From an optimization exercise on the open Yosys and OpenROAD flow, aimed at small area, a short achievable clock period and few clock cycles per item; shortcuts taken in it are not production practice. The RTL was checked by simulation tests, not by an equivalence proof against the original design. Power and IR drop assume default switching activity.

### flow/constraint.sdc
create_clock -name core_clock -period 12.0 [get_ports {clk}]
set_input_delay 2.4000 -clock core_clock [delete_from_list [all_inputs] [get_ports {clk}]]
set_output_delay 2.4000 -clock core_clock [all_outputs]
set_load 0.01 [all_outputs]
### flow/design.v
module doppler_row (
  input  wire        clk,
  input  wire        rst,
  input  wire        in_valid,
  output wire        in_ready,
  input  wire [7:0]  in_data,
  output reg         out_valid,
  input  wire        out_ready,
  output reg  [15:0] out_db,
  output reg         out_last
);
  localparam [2:0] S_IN   = 3'd0,
                   S_MAC  = 3'd1,
                   S_RND  = 3'd2,
                   S_PWR  = 3'd3,
                   S_LOG  = 3'd4,
                   S_OUT  = 3'd5;
  localparam signed [15:0] DB_FLOOR  = -16'sd12800;   
  localparam signed [15:0] DB_OFFSET = -16'sd3960;    
  localparam [15:0]        DB_SCALE  = 16'd49321;     
  reg  [2:0]  state;
  reg  [14:0] win_c;
  reg  signed [15:0] cos_c;
  reg  signed [15:0] sin_c;
  reg  [7:0]  log_f;
  reg         byte_hi;           
  reg  [7:0]  hi_byte;
  reg  [5:0]  in_idx;            
  reg  signed [16:0] xw [0:63];  
  assign in_ready = (state == S_IN);
  wire signed [16:0] sample   = $signed({1'b0, hi_byte, in_data}) - 17'sd2048;
  wire signed [32:0] win_prod = sample * $signed({1'b0, win_c});
  wire signed [32:0] win_rnd  = win_prod + 33'sd16384;
  wire signed [16:0] win_val  = win_rnd[31:15];
  reg  [4:0]  bin;               
  reg  [5:0]  term;              
  reg  [5:0]  phase;             
  reg  signed [39:0] acc_re;
  reg  signed [39:0] acc_im;
  wire signed [16:0] xw_cur  = xw[term];
  wire signed [32:0] prod_re = xw_cur * cos_c;
  wire signed [32:0] prod_im = xw_cur * sin_c;
  reg  signed [22:0] re_s;
  reg  signed [22:0] im_s;
  reg  [45:0] pwr;
  wire signed [39:0] re_rnd = acc_re + 40'sd8192;
  wire signed [39:0] im_rnd = acc_im + 40'sd8192;
  wire signed [45:0] re_ext = re_s;
  wire signed [45:0] im_ext = im_s;
  wire signed [45:0] re_sq  = re_ext * re_ext;
  wire signed [45:0] im_sq  = im_ext * im_ext;
  reg  [5:0]  lead;
  integer     i;
  always @(*) begin
    lead = 6'd0;
    for (i = 0; i < 46; i = i + 1)
      if (pwr[i]) lead = i[5:0];
  end
  wire [53:0] pwr_sh   = {pwr, 8'd0} >> lead;
  wire [7:0]  mant     = pwr_sh[7:0];
  wire [13:0] log2_q8  = {lead, 8'd0} + {6'd0, log_f};
  wire [29:0] db_prod  = log2_q8 * DB_SCALE + 30'd32768;
  wire signed [15:0] db_val = (pwr == 46'd0) ? DB_FLOOR
                              : $signed({2'b00, db_prod[29:16]}) + DB_OFFSET;
  always @(posedge clk) begin
    if (rst) begin
      state     <= S_IN;
      byte_hi   <= 1'b0;
      in_idx    <= 6'd0;
      bin       <= 5'd0;
      term      <= 6'd0;
      phase     <= 6'd0;
      out_valid <= 1'b0;
      out_last  <= 1'b0;
    end else begin
      case (state)
        S_IN: begin
          if (in_valid) begin
            if (!byte_hi) begin
              hi_byte <= in_data;
              byte_hi <= 1'b1;
            end else begin
              xw[in_idx] <= win_val;
              byte_hi    <= 1'b0;
              in_idx     <= in_idx + 6'd1;
              if (in_idx == 6'd63) begin
                state  <= S_MAC;
                bin    <= 5'd0;
                term   <= 6'd0;
                phase  <= 6'd0;
                acc_re <= 40'sd0;
                acc_im <= 40'sd0;
              end
            end
          end
        end
        S_MAC: begin
          acc_re <= acc_re + {{7{prod_re[32]}}, prod_re};
          acc_im <= acc_im - {{7{prod_im[32]}}, prod_im};
          term   <= term + 6'd1;
          phase  <= phase + {1'b0, bin};
          if (term == 6'd63)
            state <= S_RND;
        end
        S_RND: begin
          re_s  <= re_rnd[36:14];
          im_s  <= im_rnd[36:14];
          state <= S_PWR;
        end
        S_PWR: begin
          pwr   <= $unsigned(re_sq) + $unsigned(im_sq);
          state <= S_LOG;
        end
        S_LOG: begin
          out_db    <= db_val;
          out_last  <= (bin == 5'd31);
          out_valid <= 1'b1;
          state     <= S_OUT;
        end
        S_OUT: begin
          if (out_ready) begin
            out_valid <= 1'b0;
            if (bin == 5'd31) begin
              state <= S_IN;
            end else begin
              bin    <= bin + 5'd1;
              term   <= 6'd0;
              phase  <= 6'd0;
              acc_re <= 40'sd0;
              acc_im <= 40'sd0;
              state  <= S_MAC;
            end
          end
        end
        default: state <= S_IN;
      endcase
    end
  end
  always @(*) begin
    case (in_idx)
      6'd0: win_c = 15'd0;
      6'd1: win_c = 15'd81;
      6'd2: win_c = 15'd325;
      6'd3: win_c = 15'd728;
      6'd4: win_c = 15'd1287;
      6'd5: win_c = 15'd1995;
      6'd6: win_c = 15'd2847;
      6'd7: win_c = 15'd3833;
      6'd8: win_c = 15'd4944;
      6'd9: win_c = 15'd6169;
      6'd10: win_c = 15'd7495;
      6'd11: win_c = 15'd8909;
      6'd12: win_c = 15'd10398;
      6'd13: win_c = 15'd11947;
      6'd14: win_c = 15'd13539;
      6'd15: win_c = 15'd15160;
      6'd16: win_c = 15'd16792;
      6'd17: win_c = 15'd18421;
      6'd18: win_c = 15'd20030;
      6'd19: win_c = 15'd21602;
      6'd20: win_c = 15'd23123;
      6'd21: win_c = 15'd24576;
      6'd22: win_c = 15'd25948;
      6'd23: win_c = 15'd27225;
      6'd24: win_c = 15'd28394;
      6'd25: win_c = 15'd29444;
      6'd26: win_c = 15'd30364;
      6'd27: win_c = 15'd31145;
      6'd28: win_c = 15'd31780;
      6'd29: win_c = 15'd32261;
      6'd30: win_c = 15'd32585;
      6'd31: win_c = 15'd32748;
      6'd32: win_c = 15'd32748;
      6'd33: win_c = 15'd32585;
      6'd34: win_c = 15'd32261;
      6'd35: win_c = 15'd31780;
      6'd36: win_c = 15'd31145;
      6'd37: win_c = 15'd30364;
      6'd38: win_c = 15'd29444;
      6'd39: win_c = 15'd28394;
      6'd40: win_c = 15'd27225;
      6'd41: win_c = 15'd25948;
      6'd42: win_c = 15'd24576;
      6'd43: win_c = 15'd23123;
      6'd44: win_c = 15'd21602;
      6'd45: win_c = 15'd20030;
      6'd46: win_c = 15'd18421;
      6'd47: win_c = 15'd16792;
      6'd48: win_c = 15'd15160;
      6'd49: win_c = 15'd13539;
      6'd50: win_c = 15'd11947;
      6'd51: win_c = 15'd10398;
      6'd52: win_c = 15'd8909;
      6'd53: win_c = 15'd7495;
      6'd54: win_c = 15'd6169;
      6'd55: win_c = 15'd4944;
      6'd56: win_c = 15'd3833;
      6'd57: win_c = 15'd2847;
      6'd58: win_c = 15'd1995;
      6'd59: win_c = 15'd1287;
      6'd60: win_c = 15'd728;
      6'd61: win_c = 15'd325;
      6'd62: win_c = 15'd81;
      6'd63: win_c = 15'd0;
      default: win_c = 15'd0;
    endcase
  end
  always @(*) begin
    case (phase)
      6'd0: cos_c = 16'sd16384;
      6'd1: cos_c = 16'sd16305;
      6'd2: cos_c = 16'sd16069;
      6'd3: cos_c = 16'sd15679;
      6'd4: cos_c = 16'sd15137;
      6'd5: cos_c = 16'sd14449;
      6'd6: cos_c = 16'sd13623;
      6'd7: cos_c = 16'sd12665;
      6'd8: cos_c = 16'sd11585;
      6'd9: cos_c = 16'sd10394;
      6'd10: cos_c = 16'sd9102;
      6'd11: cos_c = 16'sd7723;
      6'd12: cos_c = 16'sd6270;
      6'd13: cos_c = 16'sd4756;
      6'd14: cos_c = 16'sd3196;
      6'd15: cos_c = 16'sd1606;
      6'd16: cos_c = 16'sd0;
      6'd17: cos_c = -16'sd1606;
      6'd18: cos_c = -16'sd3196;
      6'd19: cos_c = -16'sd4756;
      6'd20: cos_c = -16'sd6270;
      6'd21: cos_c = -16'sd7723;
      6'd22: cos_c = -16'sd9102;
      6'd23: cos_c = -16'sd10394;
      6'd24: cos_c = -16'sd11585;
      6'd25: cos_c = -16'sd12665;
      6'd26: cos_c = -16'sd13623;
      6'd27: cos_c = -16'sd14449;
      6'd28: cos_c = -16'sd15137;
      6'd29: cos_c = -16'sd15679;
      6'd30: cos_c = -16'sd16069;
      6'd31: cos_c = -16'sd16305;
      6'd32: cos_c = -16'sd16384;
      6'd33: cos_c = -16'sd16305;
      6'd34: cos_c = -16'sd16069;
      6'd35: cos_c = -16'sd15679;
      6'd36: cos_c = -16'sd15137;
      6'd37: cos_c = -16'sd14449;
      6'd38: cos_c = -16'sd13623;
      6'd39: cos_c = -16'sd12665;
      6'd40: cos_c = -16'sd11585;
      6'd41: cos_c = -16'sd10394;
      6'd42: cos_c = -16'sd9102;
      6'd43: cos_c = -16'sd7723;
      6'd44: cos_c = -16'sd6270;
      6'd45: cos_c = -16'sd4756;
      6'd46: cos_c = -16'sd3196;
      6'd47: cos_c = -16'sd1606;
      6'd48: cos_c = 16'sd0;
      6'd49: cos_c = 16'sd1606;
      6'd50: cos_c = 16'sd3196;
      6'd51: cos_c = 16'sd4756;
      6'd52: cos_c = 16'sd6270;
      6'd53: cos_c = 16'sd7723;
      6'd54: cos_c = 16'sd9102;
      6'd55: cos_c = 16'sd10394;
      6'd56: cos_c = 16'sd11585;
      6'd57: cos_c = 16'sd12665;
      6'd58: cos_c = 16'sd13623;
      6'd59: cos_c = 16'sd14449;
      6'd60: cos_c = 16'sd15137;
      6'd61: cos_c = 16'sd15679;
      6'd62: cos_c = 16'sd16069;
      6'd63: cos_c = 16'sd16305;
      default: cos_c = 16'sd0;
    endcase
  end
  always @(*) begin
    case (phase)
      6'd0: sin_c = 16'sd0;
      6'd1: sin_c = 16'sd1606;
      6'd2: sin_c = 16'sd3196;
      6'd3: sin_c = 16'sd4756;
      6'd4: sin_c = 16'sd6270;
      6'd5: sin_c = 16'sd7723;
      6'd6: sin_c = 16'sd9102;
      6'd7: sin_c = 16'sd10394;
      6'd8: sin_c = 16'sd11585;
      6'd9: sin_c = 16'sd12665;
      6'd10: sin_c = 16'sd13623;
      6'd11: sin_c = 16'sd14449;
      6'd12: sin_c = 16'sd15137;
      6'd13: sin_c = 16'sd15679;
      6'd14: sin_c = 16'sd16069;
      6'd15: sin_c = 16'sd16305;
      6'd16: sin_c = 16'sd16384;
      6'd17: sin_c = 16'sd16305;
      6'd18: sin_c = 16'sd16069;
      6'd19: sin_c = 16'sd15679;
      6'd20: sin_c = 16'sd15137;
      6'd21: sin_c = 16'sd14449;
      6'd22: sin_c = 16'sd13623;
      6'd23: sin_c = 16'sd12665;
      6'd24: sin_c = 16'sd11585;
      6'd25: sin_c = 16'sd10394;
      6'd26: sin_c = 16'sd9102;
      6'd27: sin_c = 16'sd7723;
      6'd28: sin_c = 16'sd6270;
      6'd29: sin_c = 16'sd4756;
      6'd30: sin_c = 16'sd3196;
      6'd31: sin_c = 16'sd1606;
      6'd32: sin_c = 16'sd0;
      6'd33: sin_c = -16'sd1606;
      6'd34: sin_c = -16'sd3196;
      6'd35: sin_c = -16'sd4756;
      6'd36: sin_c = -16'sd6270;
      6'd37: sin_c = -16'sd7723;
      6'd38: sin_c = -16'sd9102;
      6'd39: sin_c = -16'sd10394;
      6'd40: sin_c = -16'sd11585;
      6'd41: sin_c = -16'sd12665;
      6'd42: sin_c = -16'sd13623;
      6'd43: sin_c = -16'sd14449;
      6'd44: sin_c = -16'sd15137;
      6'd45: sin_c = -16'sd15679;
      6'd46: sin_c = -16'sd16069;
      6'd47: sin_c = -16'sd16305;
      6'd48: sin_c = -16'sd16384;
      6'd49: sin_c = -16'sd16305;
      6'd50: sin_c = -16'sd16069;
      6'd51: sin_c = -16'sd15679;
      6'd52: sin_c = -16'sd15137;
      6'd53: sin_c = -16'sd14449;
      6'd54: sin_c = -16'sd13623;
      6'd55: sin_c = -16'sd12665;
      6'd56: sin_c = -16'sd11585;
      6'd57: sin_c = -16'sd10394;
      6'd58: sin_c = -16'sd9102;
      6'd59: sin_c = -16'sd7723;
      6'd60: sin_c = -16'sd6270;
      6'd61: sin_c = -16'sd4756;
      6'd62: sin_c = -16'sd3196;
      6'd63: sin_c = -16'sd1606;
      default: sin_c = 16'sd0;
    endcase
  end
  always @(*) begin
    case (mant)
      8'd0: log_f = 8'd0;
      8'd1: log_f = 8'd1;
      8'd2: log_f = 8'd3;
      8'd3: log_f = 8'd4;
      8'd4: log_f = 8'd6;
      8'd5: log_f = 8'd7;
      8'd6: log_f = 8'd9;
      8'd7: log_f = 8'd10;
      8'd8: log_f = 8'd11;
      8'd9: log_f = 8'd13;
      8'd10: log_f = 8'd14;
      8'd11: log_f = 8'd16;
      8'd12: log_f = 8'd17;
      8'd13: log_f = 8'd18;
      8'd14: log_f = 8'd20;
      8'd15: log_f = 8'd21;
      8'd16: log_f = 8'd22;
      8'd17: log_f = 8'd24;
      8'd18: log_f = 8'd25;
      8'd19: log_f = 8'd26;
      8'd20: log_f = 8'd28;
      8'd21: log_f = 8'd29;
      8'd22: log_f = 8'd30;
      8'd23: log_f = 8'd32;
      8'd24: log_f = 8'd33;
      8'd25: log_f = 8'd34;
      8'd26: log_f = 8'd36;
      8'd27: log_f = 8'd37;
      8'd28: log_f = 8'd38;
      8'd29: log_f = 8'd40;
      8'd30: log_f = 8'd41;
      8'd31: log_f = 8'd42;
      8'd32: log_f = 8'd44;
      8'd33: log_f = 8'd45;
      8'd34: log_f = 8'd46;
      8'd35: log_f = 8'd47;
      8'd36: log_f = 8'd49;
      8'd37: log_f = 8'd50;
      8'd38: log_f = 8'd51;
      8'd39: log_f = 8'd52;
      8'd40: log_f = 8'd54;
      8'd41: log_f = 8'd55;
      8'd42: log_f = 8'd56;
      8'd43: log_f = 8'd57;
      8'd44: log_f = 8'd59;
      8'd45: log_f = 8'd60;
      8'd46: log_f = 8'd61;
      8'd47: log_f = 8'd62;
      8'd48: log_f = 8'd63;
      8'd49: log_f = 8'd65;
      8'd50: log_f = 8'd66;
      8'd51: log_f = 8'd67;
      8'd52: log_f = 8'd68;
      8'd53: log_f = 8'd69;
      8'd54: log_f = 8'd71;
      8'd55: log_f = 8'd72;
      8'd56: log_f = 8'd73;
      8'd57: log_f = 8'd74;
      8'd58: log_f = 8'd75;
      8'd59: log_f = 8'd77;
      8'd60: log_f = 8'd78;
      8'd61: log_f = 8'd79;
      8'd62: log_f = 8'd80;
      8'd63: log_f = 8'd81;
      8'd64: log_f = 8'd82;
      8'd65: log_f = 8'd84;
      8'd66: log_f = 8'd85;
      8'd67: log_f = 8'd86;
      8'd68: log_f = 8'd87;
      8'd69: log_f = 8'd88;
      8'd70: log_f = 8'd89;
      8'd71: log_f = 8'd90;
      8'd72: log_f = 8'd92;
      8'd73: log_f = 8'd93;
      8'd74: log_f = 8'd94;
      8'd75: log_f = 8'd95;
      8'd76: log_f = 8'd96;
      8'd77: log_f = 8'd97;
      8'd78: log_f = 8'd98;
      8'd79: log_f = 8'd99;
      8'd80: log_f = 8'd100;
      8'd81: log_f = 8'd102;
      8'd82: log_f = 8'd103;
      8'd83: log_f = 8'd104;
      8'd84: log_f = 8'd105;
      8'd85: log_f = 8'd106;
      8'd86: log_f = 8'd107;
      8'd87: log_f = 8'd108;
      8'd88: log_f = 8'd109;
      8'd89: log_f = 8'd110;
      8'd90: log_f = 8'd111;
      8'd91: log_f = 8'd112;
      8'd92: log_f = 8'd113;
      8'd93: log_f = 8'd114;
      8'd94: log_f = 8'd116;
      8'd95: log_f = 8'd117;
      8'd96: log_f = 8'd118;
      8'd97: log_f = 8'd119;
      8'd98: log_f = 8'd120;
      8'd99: log_f = 8'd121;
      8'd100: log_f = 8'd122;
      8'd101: log_f = 8'd123;
      8'd102: log_f = 8'd124;
      8'd103: log_f = 8'd125;
      8'd104: log_f = 8'd126;
      8'd105: log_f = 8'd127;
      8'd106: log_f = 8'd128;
      8'd107: log_f = 8'd129;
      8'd108: log_f = 8'd130;
      8'd109: log_f = 8'd131;
      8'd110: log_f = 8'd132;
      8'd111: log_f = 8'd133;
      8'd112: log_f = 8'd134;
      8'd113: log_f = 8'd135;
      8'd114: log_f = 8'd136;
      8'd115: log_f = 8'd137;
      8'd116: log_f = 8'd138;
      8'd117: log_f = 8'd139;
      8'd118: log_f = 8'd140;
      8'd119: log_f = 8'd141;
      8'd120: log_f = 8'd142;
      8'd121: log_f = 8'd143;
      8'd122: log_f = 8'd144;
      8'd123: log_f = 8'd145;
      8'd124: log_f = 8'd146;
      8'd125: log_f = 8'd147;
      8'd126: log_f = 8'd148;
      8'd127: log_f = 8'd149;
      8'd128: log_f = 8'd150;
      8'd129: log_f = 8'd151;
      8'd130: log_f = 8'd152;
      8'd131: log_f = 8'd153;
      8'd132: log_f = 8'd154;
      8'd133: log_f = 8'd155;
      8'd134: log_f = 8'd155;
      8'd135: log_f = 8'd156;
      8'd136: log_f = 8'd157;
      8'd137: log_f = 8'd158;
      8'd138: log_f = 8'd159;
      8'd139: log_f = 8'd160;
      8'd140: log_f = 8'd161;
      8'd141: log_f = 8'd162;
      8'd142: log_f = 8'd163;
      8'd143: log_f = 8'd164;
      8'd144: log_f = 8'd165;
      8'd145: log_f = 8'd166;
      8'd146: log_f = 8'd167;
      8'd147: log_f = 8'd168;
      8'd148: log_f = 8'd169;
      8'd149: log_f = 8'd169;
      8'd150: log_f = 8'd170;
      8'd151: log_f = 8'd171;
      8'd152: log_f = 8'd172;
      8'd153: log_f = 8'd173;
      8'd154: log_f = 8'd174;
      8'd155: log_f = 8'd175;
      8'd156: log_f = 8'd176;
      8'd157: log_f = 8'd177;
      8'd158: log_f = 8'd178;
      8'd159: log_f = 8'd178;
      8'd160: log_f = 8'd179;
      8'd161: log_f = 8'd180;
      8'd162: log_f = 8'd181;
      8'd163: log_f = 8'd182;
      8'd164: log_f = 8'd183;
      8'd165: log_f = 8'd184;
      8'd166: log_f = 8'd185;
      8'd167: log_f = 8'd185;
      8'd168: log_f = 8'd186;
      8'd169: log_f = 8'd187;
      8'd170: log_f = 8'd188;
      8'd171: log_f = 8'd189;
      8'd172: log_f = 8'd190;
      8'd173: log_f = 8'd191;
      8'd174: log_f = 8'd192;
      8'd175: log_f = 8'd192;
      8'd176: log_f = 8'd193;
      8'd177: log_f = 8'd194;
      8'd178: log_f = 8'd195;
      8'd179: log_f = 8'd196;
      8'd180: log_f = 8'd197;
      8'd181: log_f = 8'd198;
      8'd182: log_f = 8'd198;
      8'd183: log_f = 8'd199;
      8'd184: log_f = 8'd200;
      8'd185: log_f = 8'd201;
      8'd186: log_f = 8'd202;
      8'd187: log_f = 8'd203;
      8'd188: log_f = 8'd203;
      8'd189: log_f = 8'd204;
      8'd190: log_f = 8'd205;
      8'd191: log_f = 8'd206;
      8'd192: log_f = 8'd207;
      8'd193: log_f = 8'd208;
      8'd194: log_f = 8'd208;
      8'd195: log_f = 8'd209;
      8'd196: log_f = 8'd210;
      8'd197: log_f = 8'd211;
      8'd198: log_f = 8'd212;
      8'd199: log_f = 8'd212;
      8'd200: log_f = 8'd213;
      8'd201: log_f = 8'd214;
      8'd202: log_f = 8'd215;
      8'd203: log_f = 8'd216;
      8'd204: log_f = 8'd216;
      8'd205: log_f = 8'd217;
      8'd206: log_f = 8'd218;
      8'd207: log_f = 8'd219;
      8'd208: log_f = 8'd220;
      8'd209: log_f = 8'd220;
      8'd210: log_f = 8'd221;
      8'd211: log_f = 8'd222;
      8'd212: log_f = 8'd223;
      8'd213: log_f = 8'd224;
      8'd214: log_f = 8'd224;
      8'd215: log_f = 8'd225;
      8'd216: log_f = 8'd226;
      8'd217: log_f = 8'd227;
      8'd218: log_f = 8'd228;
      8'd219: log_f = 8'd228;
      8'd220: log_f = 8'd229;
      8'd221: log_f = 8'd230;
      8'd222: log_f = 8'd231;
      8'd223: log_f = 8'd231;
      8'd224: log_f = 8'd232;
      8'd225: log_f = 8'd233;
      8'd226: log_f = 8'd234;
      8'd227: log_f = 8'd234;
      8'd228: log_f = 8'd235;
      8'd229: log_f = 8'd236;
      8'd230: log_f = 8'd237;
      8'd231: log_f = 8'd238;
      8'd232: log_f = 8'd238;
      8'd233: log_f = 8'd239;
      8'd234: log_f = 8'd240;
      8'd235: log_f = 8'd241;
      8'd236: log_f = 8'd241;
      8'd237: log_f = 8'd242;
      8'd238: log_f = 8'd243;
      8'd239: log_f = 8'd244;
      8'd240: log_f = 8'd244;
      8'd241: log_f = 8'd245;
      8'd242: log_f = 8'd246;
      8'd243: log_f = 8'd247;
      8'd244: log_f = 8'd247;
      8'd245: log_f = 8'd248;
      8'd246: log_f = 8'd249;
      8'd247: log_f = 8'd249;
      8'd248: log_f = 8'd250;
      8'd249: log_f = 8'd251;
      8'd250: log_f = 8'd252;
      8'd251: log_f = 8'd252;
      8'd252: log_f = 8'd253;
      8'd253: log_f = 8'd254;
      8'd254: log_f = 8'd255;
      8'd255: log_f = 8'd255;
      default: log_f = 8'd0;
    endcase
  end
endmodule
### flow/run.sh
#!/bin/bash
# synth_recipe.tcl (not shown) runs the flow's synth.tcl, then flattens the netlist and writes it again
# the make line also repeats each setting of config.mk as NAME=value (left out here)
make -C /OpenROAD-flow-scripts/flow DESIGN_CONFIG=/design/flow/config.mk WORK_HOME=/design/flow/orfs CLKGATE_MAP_FILE= SYNTH_SCRIPT=/design/flow/synth_recipe.tcl finish
### flow/config.mk
export PLATFORM = sky130hd
export DESIGN_NAME = doppler_row
export DESIGN_NICKNAME = doppler_row
export VERILOG_FILES = /design/flow/design.v
export SDC_FILE = /design/flow/constraint.sdc
export NUM_CORES = 4
export LEC_CHECK = 0
export CAP_MARGIN = 20
export CORE_MARGIN = 2
export CORE_UTILIZATION = 40
export SLEW_MARGIN = 20
==> flow_summary.json <==
{
  "period_share_pct": 94.4,
  "grt_antenna_before_repair": 10,
  "critPathKind": "reg -> reg",
  "area_growth_pct": 10.1,
  "synthArstFlopShare_pct": 0,
  "min_path_cells": 2,
  "period_needed_ps": 11330,
  "grtUsageTotal_pct": 21.1,
  "worstPathRequired_ps": 12510,
  "drtIter0Drc": 6369,
  "setup.worst_path.start_class": "flip-flop",
  "grt_pass1_vias": 90200,
  "finalSetupViolations": 0,
  "power_leakage_nw": 58.7,
  "postCtsHoldBufs": 0,
  "fmax_mhz": 88.3,
  "placed_area_um2": 137000,
  "cp_num_cells": 50,
  "hold_viol_final": 0,
  "synth.distinct_cells": 119,
  "ioPinCount": 31,
  "synth_flop_cell": "edfxtp_1",
  "path_buf_inv": 10,
  "final_cells": 15600,
  "path_clk_slew_ps": 60,
  "fin_area_um2": 142000,
  "yosysMostFrequentCell": "inv_1",
  "clock-sinks": 1360,
  "grt_first_pass_wirelength_mm": 532,
  "powerDensity_nw_per_um2": 72.1,
  "numCtsBuffers": 147,
  "route.detailed.drc": 0,
  "tns_ps": 0,
  "critPathMaxFanout": 35,
  "ys_warn_count": 1,
  "slew_violations": 0,
  "hpwl_mm": 256,
  "start_util_pct": 40.2,
  "gr-total-overflow": 0,
  "skew_ps": 81.2,
  "r2r_slack_ps": 670,
  "place_congestion": 0.923,
  "die-area_um2": 327000,
  "drt-total-wl_mm": 338,
  "insertion_delay_ps": 850,
  "maxCapViolations": 0,
  "synth_edf_count": 1278,
  "numPortBuffers": 30,
  "vias": 82500,
  "hold_class": "reg -> reg",
  "cts_max_level": 4,
  "synth_top_cell_by_area": "fa_1",
  "num_rows": 208,
  "fin_nets": 13900,
  "rr_endpoint": "out_db[11]$_SDFFCE_PN1P_",
  "worst_r2r_startpoint": "pwr[12]$_DFFE_PP_",
  "grt_max_degree": 65,
  "syn_area_um2": 129000,
  "core_um2": 321000,
  "worst_pin_slew_ps": 1240,
  "status": "finished clean",
  "hold_end": "bin[4]$_SDFFE_PP0P_",
  "ant_nets": 0,
  "cp_top_family": "compound AO/OA/AOI/OAI gates",
  "synth.top_cells.by_count": "inv_1, fa_1, edfxtp_1",
  "cts_tree": "yes",
  "yosysSeqAreaShare_pct": 31.0,
  "dp_cells": 15300,
  "avgSynthCellArea_um2": 11.7,
  "clockRootBuffer": "clkbuf_16",
  "cp_slowest_cell": "fa_1",
  "rr_worst_depth": 50,
  "drive_gt1_share_pct": 10.5,
  "yosysTopAreaCellShare_pct": 30.5,
  "wl_per_cell_um": 21.7,
  "irDropWorstVdd_mv": 0.139,
  "critPathCaptureType": "flip-flop",
  "synthCells": 11000,
  "via_per_inst": 5.29,
  "die-height_um": 572,
  "rsz0062_at_grt": "no",
  "cp_slowest_stage_delay_ps": 540,
  "clockBufferDepth": 3,
  "die_x_um": 572,
  "firstDrtPassIters": 6,
  "ys_seq_elements": 1360,
  "hold_path.startpoint": "bin[4]$_SDFFE_PP0P_",
  "synth_nets": 13700,
  "crit_path_frequent_cell": "ha_1",
  "ys_top_cells_by_area": "fa_1, edfxtp_1, ha_1",
  "cp_data_arrival_time_ps": 11840,
  "slew_headroom_pct": 17.2
}
layer usage:
metal	GRT usage (%)	vias up	wire length, um
met4	7.57	8	12700
met5	0	-	45
met1	27.2	42800	136000
met3	2.71	598	20600
li1	-	36300	-
met2	36.6	2844	169000
worst min-delay path, stage by stage, from the launching register on:
cell	delay, ps
dfxtp_1	330
nand2_1	60
a21oi_1	50
kinds of logic (layout without fill, tap and decap cells):
family	after synthesis	count (layout)	share of synthesized area [%]
muxes	417	417	6.75
adders and majority gates	2686	2686	37.5
buffers and inverters	2604	2885	7.65
and+or+nand+nor	2602	2602	9.69
AOI/OAI and AO/OA	1032	1032	5.29
DFF	1360	1360	31.0
other	1	5	0.00291
xor gates and xnor gates	306	306	2.11
power by group:
group          switching (mW)  internal [mW]
combinational           0.265          0.101
sequential            0.00850           5.23
clock                    2.04           2.60
total                    2.31           7.93
what timing repair did:
item / 4_1_cts / 5_1_grt
setup buffers: 0 / 5
gates resized for setup: 0 / 33
setup endpoints to repair: 0 / 12
layout make-up:
class,instances,area (um^2)
diodes,4,10.0
repair buffers,493,4200
fillers,29300,179000
clock buffers,172,3780
inverters,2125,7980
well taps,4305,5390
multi-input cells,7044,79400
flip-flops and latches,1360,40000
clock inverters,95,1210
sequential cells by signal, indices dropped and copies added (netlist names), named ones only:
name / flops
out_valid: 1
term: 6
sin_c: 16
state: 3
win_c: 15
bin: 5
xw: 1088
in_idx: 6
byte_hi: 1
im_s: 23
out_db: 16
acc_re: 37
cos_c: 16
acc_im: 37
pwr: 46
re_s: 23
phase: 6
out_last: 1
hi_byte: 8
worst max-delay path by stage:
stage                 startpoint  slack [ps]                  endpoint
6_report       pwr[12]$_DFFE_PP_         670  out_db[11]$_SDFFCE_PN1P_
5_1_grt                flip-flop           6  acc_im[36]$_SDFFCE_PN0P_
4_1_cts                flip-flop         320  acc_re[36]$_SDFFCE_PN0P_
3_5_place_dp           flip-flop         370  acc_re[36]$_SDFFCE_PN0P_
3_3_place_gp           flip-flop         370  acc_re[36]$_SDFFCE_PN0P_
2_1_floorplan          flip-flop         810  acc_re[36]$_SDFFCE_PN0P_
per-stage QoR:
step / worst slack, ps / util [%] / hold slack, ps / total power [mW]
after floorplan: 813 / - / 454 / 5.56
final: 671 / 44.3 / 489 / 10.2
after global placement: 370 / 42.6 / 480 / 5.69
after detailed placement: 365 / 42.6 / 487 / 5.70
after CTS: 318 / 44.2 / 494 / 10.3
after global routing: 5.78 / 44.3 / 525 / 10.6
cell usage in the layout (no fill, tap or decap), types with 25 or more instances in the layout:
master,n
mux2i_1,42
xnor2_1,209
xor2_1,78
or3_1,34
nor3_1,115
buf_12,27
mux4_2,361
clkdlybuf4s50_1,29
fa_1,1966
a211oi_1,44
o22ai_1,33
and3_1,52
clkbuf_16,149
a31oi_1,45
o21ai_0,236
or2_2,25
nor2b_1,63
nand2_1,978
nor2_1,446
o211ai_1,43
and2_1,559
buf_4,429
dfxtp_1,78
edfxtp_1,1278
a21o_1,47
inv_1,2113
nand2b_1,93
clkinv_2,28
ha_1,719
nand3_1,137
o21a_1,30
a21oi_1,260
Testbench counts, summed over its fixed seeds: cycles 221,184, windows 96.

==> what the ideal ports hide <==
Ports are ideal in the flow. The routed layout listed here was re-timed in OpenROAD. Step 1: set_driving_cell puts a clkbuf_16 on clk and a buf_2 on each other input, an assumption about the parent block. Step 2 moves the port delays by t, midway between the first and last clock arrival at a register: inputs arrive t later, outputs are due t later. That takes back most of the time a late clock gives input paths. Three values: ideal ports, drivers, drivers and shift; two values: the first two.
t (ns): 0.903
setup WS [ns]: 0.671 / 0.671 / 0.671
clock arrival spread, ns: 0.082 / 0.081
slew at the worst register clock pin (ns): 0.07 / 0.07
After both steps setup and hold are still met in this run. For this run, drivers alone change the setup slack by 0.000 ns; drivers and shift together by 0.000 ns.
